This design comes from an exercise in tuning for small area, a short achievable clock period and few clock cycles on the open sky130 flow, not from production work. Function was checked by simulation only, so behaviour that the tests miss may differ from the original. No activity file was given, so power comes from the tool's default toggle rates.

// prf_frame_codec
module prf_frame_codec (
    input  wire        clk,
    input  wire        rst,
    input  wire        in_valid,
    output wire        in_ready,
    input  wire [1:0]  in_op,
    input  wire [4:0]  in_kind,
    input  wire [31:0] in_data,
    input  wire [2:0]  in_nbytes,
    input  wire        in_last,
    output reg         rsp_valid,
    input  wire        rsp_ready,
    output reg  [1:0]  rsp_status,
    output wire [31:0] rsp_crc,
    output wire [31:0] rsp_rcv,
    output wire [15:0] rsp_expected,
    output wire [15:0] rsp_actual
);
Size: ~1,000 cells after synthesis, ~200 flip-flops, about 13,000 um^2 of cells after synthesis.
export LEC_CHECK = 0
export CAP_MARGIN = 20
export CORE_MARGIN = 2
export CORE_UTILIZATION = 40
export SLEW_MARGIN = 20
create_clock -name core_clock -period 10.0 [get_ports {clk}]
standard.sh (not shown) runs the stock make flow with config.mk's settings and CLKGATE_MAP_FILE= SYNTH_SCRIPT=/design/flow/synth_recipe.tcl, a recipe that flattens the netlist after the stock synthesis.
==> flow/flow/run.sh <==
#!/bin/bash
# Layout: the standard ORFS flow (standard.sh), with plain buffers on the
# ports and timing repair aimed below the clock period.
set -euo pipefail
source flow/settings.sh
bash standard.sh "${EXTRA[@]}" finish > make_finish.log 2>&1
==> flow/flow/settings.sh <==
EXTRA=(
  "BUFFER_PORTS_ARGS=-buffer_cell sky130_fd_sc_hd__buf_2"
  "SETUP_SLACK_MARGIN=7.2"
)
Testbench counts at the start, summed over its fixed seeds: cycles 12,333.
Change:
==> flow/flow/settings.sh (replaced) <==
EXTRA=(
  "BUFFER_PORTS_ARGS=-buffer_cell sky130_fd_sc_hd__buf_2"
  "SETUP_SLACK_MARGIN=6.9"
  "TNS_END_PERCENT=0"
)
Outcome:
- cell count shrinks by 11%
- first-iteration DRC count shrinks by 18%
- wire length shrinks by 15%
- sequential share of layout area grows by 6.9 points
- setup slack degrades by 0.12 ns
Change:
==> flow/flow/settings.sh (replaced) <==
EXTRA=(
  "BUFFER_PORTS_ARGS=-buffer_cell sky130_fd_sc_hd__buf_2"
  "SETUP_SLACK_MARGIN=6.5"
  "TNS_END_PERCENT=0"
)
After rerunning: The new run finished clean; worst setup slack gets worse by 0.18 ns; non-clock buffer count came out lower by 10; combinational power falls by about 2%; design area decreases by 1.6%; maximum frequency shrinks by 5.1%; clock power stays flat; routed wire length went down by 1.1%; utilization fell by 0.74 points; first-iteration DRC count rises by 7.8%.

prf_frame_codec, a different RTL version from the one above (not shown whole).
Size in the first run: about 1,000 cells after synthesis, about 200 flip-flops, roughly 150 I/O pins.
Settings: LEC_CHECK=0, CAP_MARGIN=20, CORE_MARGIN=2, CORE_UTILIZATION=55, SLEW_MARGIN=20; clock period 10.0 ns.
==> flow/flow/settings.sh <==
EXTRA=(
  "BUFFER_PORTS_ARGS=-buffer_cell sky130_fd_sc_hd__buf_1"
  "SETUP_SLACK_MARGIN=7.05"
  "TNS_END_PERCENT=0"
  "CTS_BUF_LIST=sky130_fd_sc_hd__clkbuf_8"
  "CORE_UTILIZATION=55"
)
Scripts as last shown in full above: flow/flow/run.sh
The starting point completed without violations.
Testbench counts at the start, summed over its fixed seeds: cycles 12,333.
Change:
==> flow/flow/settings.sh (replaced) <==
EXTRA=(
  "BUFFER_PORTS_ARGS=-buffer_cell sky130_fd_sc_hd__buf_2"
  "SETUP_SLACK_MARGIN=6.9"
  "TNS_END_PERCENT=0"
  "CTS_BUF_LIST=sky130_fd_sc_hd__clkbuf_8"
)
--- a/flow/config.mk
+++ b/flow/config.mk
@@ -9,3 +9,3 @@
 export CORE_MARGIN = 2
-export CORE_UTILIZATION = 55
+export CORE_UTILIZATION = 40
 export SLEW_MARGIN = 20
Effect:
- The new run ran to the end with no violations
- fmax went down by 7.0%
- setup slack degrades by 0.24 ns
- area after synthesis does not change
- design area drops by 3.5%
- routed wire length climbs by 0.51%
- hold slack stays flat
- sequential power came out higher by about 10%
- global-route usage decreases by 8.3 points
- final cell count is higher by 0.51%
- synthesized cell count stays the same
Change:
==> flow/flow/settings.sh (replaced) <==
EXTRA=(
  "BUFFER_PORTS_ARGS=-buffer_cell sky130_fd_sc_hd__buf_2"
  "SETUP_SLACK_MARGIN=6.9"
  "TNS_END_PERCENT=0"
  "CTS_CLUSTER_SIZE=40"
  "CTS_CLUSTER_DIAMETER=100"
)
The new run passed the timing, design-rule and antenna checks. Routed wire length is about the same. Power goes up by 3.7%. Final area goes up by 2.5%.
Change:
==> flow/flow/settings.sh (replaced) <==
EXTRA=(
  "BUFFER_PORTS_ARGS=-buffer_cell sky130_fd_sc_hd__buf_2"
  "SETUP_SLACK_MARGIN=6.7"
  "TNS_END_PERCENT=0"
)
What happened: Global-route usage is lower by 0.13 points. Cell area drops by about 2%. Worst setup slack loses 0.16 ns. Core utilization goes down by 1.0 points. Cell count drops by 1.2%.

-- what the ideal ports hide --
In the flow no input, the clock included, has a driving cell. The finished layouts below were timed again as built, in two steps.
Step 1, drivers: a clkbuf_16 drives clk and a buf_2 each remaining input, both assumed.
Step 2 moves the port delays by t, midway between the first and last clock arrival at a register: inputs arrive t later, outputs are due t later. That takes back most of the time a late clock gives input paths.
a / b / c = ideal / step 1 / step 2; a / b = the first two.
run	t, ns	setup WS [ns]	worst setup path after step 2
the first run of note 1	0.500	6.779 / 6.729 / 6.332	input to register
the second run of note 1	0.507	6.662 / 6.613 / 6.187	input to register
the third run of note 1	0.506	6.483 / 6.487 / 6.007	input to register
the first run of note 2	0.515	6.866 / 6.839 / 6.408	input to register
the second run of note 2	0.522	6.629 / 6.618 / 6.210	input to register
the third run of note 2	0.485	6.706 / 6.656 / 6.307	input to register
the fourth run of note 2	0.485	6.550 / 6.550 / 6.127	input to register
After both steps setup and hold are still met in every run listed. For the third run of note 1, which loses most, drivers alone change the setup slack by +0.004 ns; drivers and shift together by -0.476 ns.
